Source: an optimization exercise on an open RTL-to-GDS flow (aim: a short achievable clock period and few clock cycles per item). Production flows keep margins and buffers that such runs may drop.
The RTL was checked by simulation tests, not by an equivalence proof against the original design.
Power figures rest on the tool's default switching activity, not on a simulated workload.

## flow/design.v (module list and top-level ports; edited modules follow where they fit)
// module qse_framer: 1892 lines
module qse_framer (
    input  wire        clk,
    input  wire        rst,            
    input  wire        cmd_valid,
    output wire        cmd_ready,
    input  wire        cmd_load,       
    input  wire [31:0] cmd_seed,
    input  wire        cmd_scr,        
    input  wire [9:0]  cmd_ps_words,   
    input  wire [11:0] cmd_len,        
    input  wire        in_valid,
    output wire        in_ready,
    input  wire [31:0] in_data,
    output wire        out_valid,
    input  wire        out_ready,
    output wire [31:0] out_data,
    output wire        out_last
);
  // ...
==> flow/flow/run.sh <==
#!/bin/bash
set -euo pipefail
bash standard.sh SETUP_SLACK_MARGIN=5.7 finish > standard_flow.log 2>&1
==> flow/standard.sh <==
#!/bin/bash
# synth_recipe.tcl (not shown) runs the flow's synth.tcl, then flattens the netlist and writes it again
# the make line also repeats each setting of config.mk as NAME=value (left out here)
make -C /OpenROAD-flow-scripts/flow DESIGN_CONFIG=/design/flow/config.mk WORK_HOME=/design/flow/orfs CLKGATE_MAP_FILE= SYNTH_SCRIPT=/design/flow/synth_recipe.tcl "${@:-finish}"
==> flow/config.mk <==
export PLATFORM = sky130hd
export DESIGN_NAME = qse_framer
export DESIGN_NICKNAME = qse_framer
export VERILOG_FILES = /design/flow/design.v
export SDC_FILE = /design/flow/constraint.sdc
export NUM_CORES = 4
export LEC_CHECK = 0
export ABC_CLOCK_PERIOD_IN_PS = 2500
export CAP_MARGIN = 20
export CORE_MARGIN = 2
export CORE_UTILIZATION = 60
export CTS_CLUSTER_DIAMETER = 120
export CTS_CLUSTER_SIZE = 30
export PLACE_DENSITY = 0.7
export SLEW_MARGIN = 20
==> flow/constraint.sdc <==
create_clock -name core_clock -period 8.0 [get_ports {clk}]
set_input_delay 1.6000 -clock core_clock [delete_from_list [all_inputs] [get_ports {clk}]]
set_output_delay 1.6000 -clock core_clock [all_outputs]
set_load 0.01 [all_outputs]
==> summary.txt, run 1 <==
Logic synthesis
The total of warnings raised by yosys is 1. The post-synthesis net count is roughly 7,000. The number of synthesized flops with an enable pin is approximately 820. The multiplexer share of the synthesized area is under 10%.

The part of the Yosys area used for sequential elements is a little under three fifths. The number of synthesized register bits is 1,965. For this run, the leading register cell type out of synthesis is dfxtp_1.

Pwr
The power in sequential cells is 10,500 uW. The share of total power dissipated in the clock network is a little under a third. The overall power of the completed layout is roughly 16,000 uW.

Route
After detailed routing, no signal wire sits above met5. The detail route stage leaves a number of antenna-violating nets equal to 0.

Place
OpenSTA, run right after detailed placement, puts the worst setup slack at between 4 and 5 ns. The total half-perimeter wirelength after legalization and detailed placement is around 130,000 um. The total placed instance area is a little under 90,000 um2. The congestion estimate from routability-driven global placement came to approximately 0.95.

Final layout
The filler cell count in the final layout is between 9,000 and 10,000. The top cell types in the final layout, fill and taps aside, are 998 x dfxtp_1, 819 x edfxtp_1, 586 x inv_1. The area taken by multi-input logic gates is between 30,000 and 40,000 um2. The footprint of the flip-flops and latches is 47,900 um2. The area growth from synthesis to layout is 14.0%. The final design area excluding fillers is 95,700 um2.

The multi-input logic cell count is ~3,100. More flip-flops sit in one register than any other, and that register is kf_mem. The relative area of non-clock buffer cells in the final design is 4.78%.

The largest cell class by area is sequential cells. The number of nets at the end of the flow is 7,294. Leaving out fill and tap cells, the most frequent cell in the layout is dfxtp_1. The number of antenna diodes in the final layout is 2.

Timing
The final-report hold violation count is 0. Setup repair after global routing could not meet its margin everywhere. The worst clock skew on the final layout is 0.0410 ns. On the final layout, the worst hold slack is 0.328 ns.

Clock tree
The later pin in the worst-skew pair is clocked with a latency of between 0.7 and 0.8 ns. The clock slew seen by the registers of the worst setup and hold paths is 0.11 ns.

Critical path
The biggest cell delay along the critical path is 0.43 ns. Data on the critical path arrives at its endpoint at 1.28 ns. The endpoint identified for the worst register-to-register timing path is R1[62]. STA classifies the critical path startpoint as a register.

Status
The flow ran to the end and the layout has no timing, DRC or antenna violations.

Hold path
The worst hold path passes through 0 cells.

Global route
The number of global-route vias before repair is about 47,000.

Floorplanning
The initial core utilization is approximately 60%.
Testbench counts, summed over its fixed seeds: cycles 21,261, bytes 84,816.
==> run 2, diff against run 1 <==
--- a/flow/config.mk
+++ b/flow/config.mk
@@ -9,7 +9,7 @@
 export CAP_MARGIN = 20
 export CORE_MARGIN = 2
 export CORE_UTILIZATION = 60
-export CTS_CLUSTER_DIAMETER = 120
-export CTS_CLUSTER_SIZE = 30
+export CTS_CLUSTER_DIAMETER = 100
+export CTS_CLUSTER_SIZE = 20
 export PLACE_DENSITY = 0.7
 export SLEW_MARGIN = 20
==> run 2 against run 1 <==
Fmax is 1.3% lower. Final area rose by 1.3%. Synthesized area is the same. Worst hold slack got worse by 0.010 ns. First-iteration DRC count fell by 1.5%. Critical endpoint unchanged. Synthesized cell count unchanged. Die area did not move. Largest power group unchanged. Register-to-register slack better by 0.03 ns. Via count grew 0.92%. Largest cell class unchanged.
==> summary.txt, run 2 <==
Status
The flow ran to the end and the layout has no timing, DRC or antenna violations.

Final layout
In the layout the commonest cells are 998 x dfxtp_1, 819 x edfxtp_1, 581 x inv_1. The register with the most flip-flops in the layout has around 260 of them. The final standard cell utilization of the core is ~70%. The filler cell count in the final layout is 9,449 (-2.0%). The finished layout holds ~8,300 standard cells, fillers aside. The count of antenna diodes in the layout came to 0 (-2). The number of nets at the end of the flow is 7,339 (+0.62%). The register with the most flip-flops is kf_mem.

The largest registers in the layout are kf_mem: 256 flops, of_mem: 132 flops, qk_mem: 132 flops. The fraction of layout instances using a drive strength above 1 is between 20% and 30%. The area growth from synthesis to layout is 15.5%. The most frequent standard cell in the layout excluding fill and tap cells is dfxtp_1.

Route
The number of detailed-route iterations in the first pass is 5. In the final routed layout, each cell accounts on average for around 24 um. The wire length on met3 is around 14,000 um. After detailed routing, the met2 layer carries roughly 95,000 um of wire. The post-route antenna net violation count was 0 (unchanged).

The violation count after the first detailed-routing iteration is approximately 3,800. Detailed routing inserted a total of ~47,000 vias. For this run, design rule violations remaining after detail routing come to 0. For this block, the routed nets add up to around 200,000 um of wire. The mean number of vias per cell is between 5 and 6.

After detailed routing, the wire length on met1 is 83,000 um. Signal routing reaches up to met5.

Logic synthesis
The cell taking the most area after synthesis is edfxtp_1. The part of the Yosys area used for sequential elements was 56.6% (unchanged). Sorting the synthesized cells by how often they occur yields 1,146 x dfxtp_1, 819 x edfxtp_1, 674 x inv_1. Averaged over all synthesized cells, the footprint is between 10 and 15 um2. After technology mapping, the gate count stands at ~5,900. The number of synthesized flops with an enable pin was 819 (unchanged). The number of synthesized register bits came to 1,965 (unchanged).

After synthesis the cells add up to between 80,000 and 90,000 um2. The total of warnings raised by yosys came to 1 (unchanged). The flip-flop cell with the highest count after synthesis is dfxtp_1. In the post-synthesis netlist, the cell with the most instances is dfxtp_1.

The post-synthesis net count was 6,885 (unchanged). The share of the synthesized area in the top cell type is 29.3%. The share of async-settable or async-resettable flops after synthesis is 0%. The number of distinct standard cells referenced by the synthesized netlist is 80. By area the synthesized netlist is led by edfxtp_1 29%, dfxtp_1 27%, fa_1 12%, mux4_2 6.0%, ha_1 5.3%.

Timing
For the finished layout, the period the worst path requires is between 2 and 3 ns. The setup TNS after final layout is 0 ns. The final count of pins violating max slew was 0. The final-report hold violation count came to 0 (unchanged). The worst clock skew on the final layout is 0.0526 ns (+0.0116 ns). The count of endpoints failing setup in the final report is 0.

The worst relative slew slack is roughly 34%. The maximum clock frequency is between 300 and 400 MHz. The minimum hold slack is 0.318 ns (-0.0104 ns). Setup repair after global routing could not meet its margin everywhere. The worst path uses 36.4% of the clock period. For the pin with the worst max-slew slack, the measured transition is approximately 1 ns.

Hold path
The path class of the lowest-slack min-delay path is reg2reg. The hold-critical path depth is 0 (unchanged). In this run the most critical hold path is launched from fa_t[0]. The hold-critical path endpoint is fb_t[0].

Global route
Summed over all layers, the global routing overflow is 0. The number of antenna violations at the first check in global routing was 5. The number of global-route vias before repair was 47,600 (+0.89%). The global-route total usage across every layer is 28.2%. The first-pass GRT wire length is roughly 300,000 um. The maximum number of pins on one net before global-route repair is 64.

Critical path
The depth of the worst register-to-register path is 8. At the worst endpoint, the required time is approximately 6.4 ns. The worst setup path is launched from a register. The signal on the critical path passes through buf_6. The maximum fanout count along the critical path is 2. The worst path arrival time is 1.32 ns (+0.04 ns).

The cell with the largest stage delay on the worst path is dfxtp_4. The type of the setup path with the least slack is reg2out. The biggest cell delay along the critical path came to 0.42 ns (about the same). Together, buffers and inverters on the worst path number 1. STA classifies the critical path endpoint as a primary output. The start of the worst register-to-register path is R0[30]. The category of cells accounting for the largest share of critical-path delay is flip-flops. The setup slack of the worst register-to-register path is 5.27 ns.

The endpoint identified for the worst register-to-register timing path is R1[62].

Pwr
The part of the power in the clock network is 34.9% (+3.8 points). The share of total power consumed by net switching is 20.7%. The sequential power share is around 63%. In this run the static leakage power is 0.0372 uW. The power per cell area is approximately 170 nW/um2. The net load switching power is about 3400 uW. The overall power of the completed layout was 16,600 uW (+5.8%). The combinational group share of total power is 2.1%. The maximum VDD drop is roughly 180 uV. The internal power of the cells totals about 13,000 uW.

Place
The total half-perimeter wirelength after legalization and detailed placement is 134,000 um (unchanged). The number of buffers inserted by port buffering is 128. Once placement completed, the tool counted placed cells totaling 7,822.

The final weighted congestion of routability-driven global placement is 0.947 (unchanged).

Clock tree
The number of buffers on the longest clock path is 3. The deepest level of the CTS H-tree is 3. Buffers inserted during clock tree synthesis total between 100 and 150. For this design, the CTS-stage hold fixing added 0 buffers.

The tree is rooted in a clkbuf_16. The clock insertion delay at the later pin of the skew report was 0.78 ns (+0.03 ns). Counting every sink on the clock net gives 1,965. TritonCTS built the clock tree.

The clock slew seen by the registers of the worst setup and hold paths is 0.09 ns (-0.02 ns).

Floorplanning
The die span in x is approximately 380 um. The total core area is 139,000 um2. The top-level I/O count is approximately 130. The initial core utilization came to 60.3% (unchanged). The initialized floorplan defines between 100 and 150 standard-cell rows. The area enclosed by the die boundary is about 140,000 um2.

Measured along the y axis, the die boundary spans roughly 380 um.

Job
The tool flagged a number of max-cap violations equal to 0.
-- run 2: worst max-delay path by stage --
| stage | from | to | slack (ns) | depth (start not counted) |
|---|---|---|---|---|
| after floorplan | c_load | qk_mem[2][0] | 5.14 | 5 |
| after detailed placement | out_ready | of_th[1] | 4.42 | 9 |
| after CTS | cmd_ready_o | cmd_ready | 5.05 | 1 |
| after global routing | cmd_ready_o | cmd_ready | 5.05 | 1 |
| final | cmd_ready_o | cmd_ready | 5.08 | 1 |
| after global placement | out_ready | of_th[2] | 4.44 | 9 |
-- run 2: stage by stage --
step                setup WS, ns  area [um2]
finish                      5.08       97000
global route                5.05       97000
CTS                         5.05       95000
global placement            4.44       88100
detailed placement          4.42       88100
floorplan                   5.14       84700
-- run 2: logic make-up after synthesis --
| logic type | synth area share (%) |
|---|---|
| flip-flops | 56.6 |
| adder cells (fa/ha/maj) | 17.7 |
| buffers and inverters | 3.77 |
| AND/OR/NAND/NOR | 4.30 |
| AO/OA/AOI/OAI | 4.46 |
| XOR/XNOR | 5.22 |
| multiplexers | 7.93 |
-- run 2: layout make-up --
| class | count | area (um2) | share of cell area, % |
|---|---|---|---|
| timing repair inverter | 1 | 8.76 | 0.00903 |
| timing repair buffer | 498 | 4750 | 4.90 |
| tap | 1876 | 2350 | 2.42 |
| sequential | 1965 | 47900 | 49.4 |
| clock buffer | 180 | 2990 | 3.09 |
| inverter | 676 | 2710 | 2.79 |
| multi-input combinational | 3120 | 36100 | 37.2 |
| clock inverter | 11 | 181 | 0.187 |
-- run 2: power by group through the flow --
| stage | clock network (uW) | registers, uW | logic (uW) |
|---|---|---|---|
| after floorplan | 0 | 10700 | 205 |
| after global placement | 0 | 10700 | 334 |
| after detailed placement | 0 | 10700 | 340 |
| after CTS | 5930 | 10500 | 348 |
| after global routing | 6290 | 10500 | 385 |
| final | 5810 | 10500 | 356 |
-- run 2: repair_timing --
| action | in CTS | in global routing |
|---|---|---|
| setup buffers | 225 | 83 |
| gates cloned | 6 | 0 |
| gates resized for setup | 613 | 319 |
| pin swaps | 145 | 153 |
| setup endpoints to repair | 745 | 487 |
-- run 2: metal layers --
layer / up-vias / global-route usage, %
met5: - / 0
li1: 21000 / -
met4: 2 / 10.3
met1: 23700 / 38.7
met2: 1527 / 45.5
met3: 383 / 5.15

-- separate check: timing with driven ports --
Ports are ideal in the flow. The routed layouts listed here were re-timed in OpenROAD.
Step 1 (the two cells are an assumption about what drives the block):
set clk [get_ports {clk}]
set_driving_cell -lib_cell sky130_fd_sc_hd__clkbuf_16 $clk
set_driving_cell -lib_cell sky130_fd_sc_hd__buf_2 [delete_from_list [all_inputs] $clk]
Step 2 moves the port delays by t, midway between the first and last clock arrival at a register: inputs arrive t later, outputs are due t later. That takes back most of the time a late clock gives input paths.
Slacks: ideal ports / drivers / drivers and shift; pairs: ideal ports / drivers.
| run | t, ns | setup slack, ns | worst hold slack (ns) | worst data-port slew with drivers (ns) |
|---|---|---|---|---|
| run 1 | 0.797 | 5.122 / 5.045 / 5.067 | 0.328 / 0.328 / 0.328 | 0.10 |
| run 2 | 0.832 | 5.085 / 5.007 / 5.034 | 0.318 / 0.318 / 0.318 | 0.09 |
After both steps setup and hold are still met in every run listed. For run 1, which loses most, drivers alone change the setup slack by -0.077 ns; drivers and shift together by -0.055 ns.
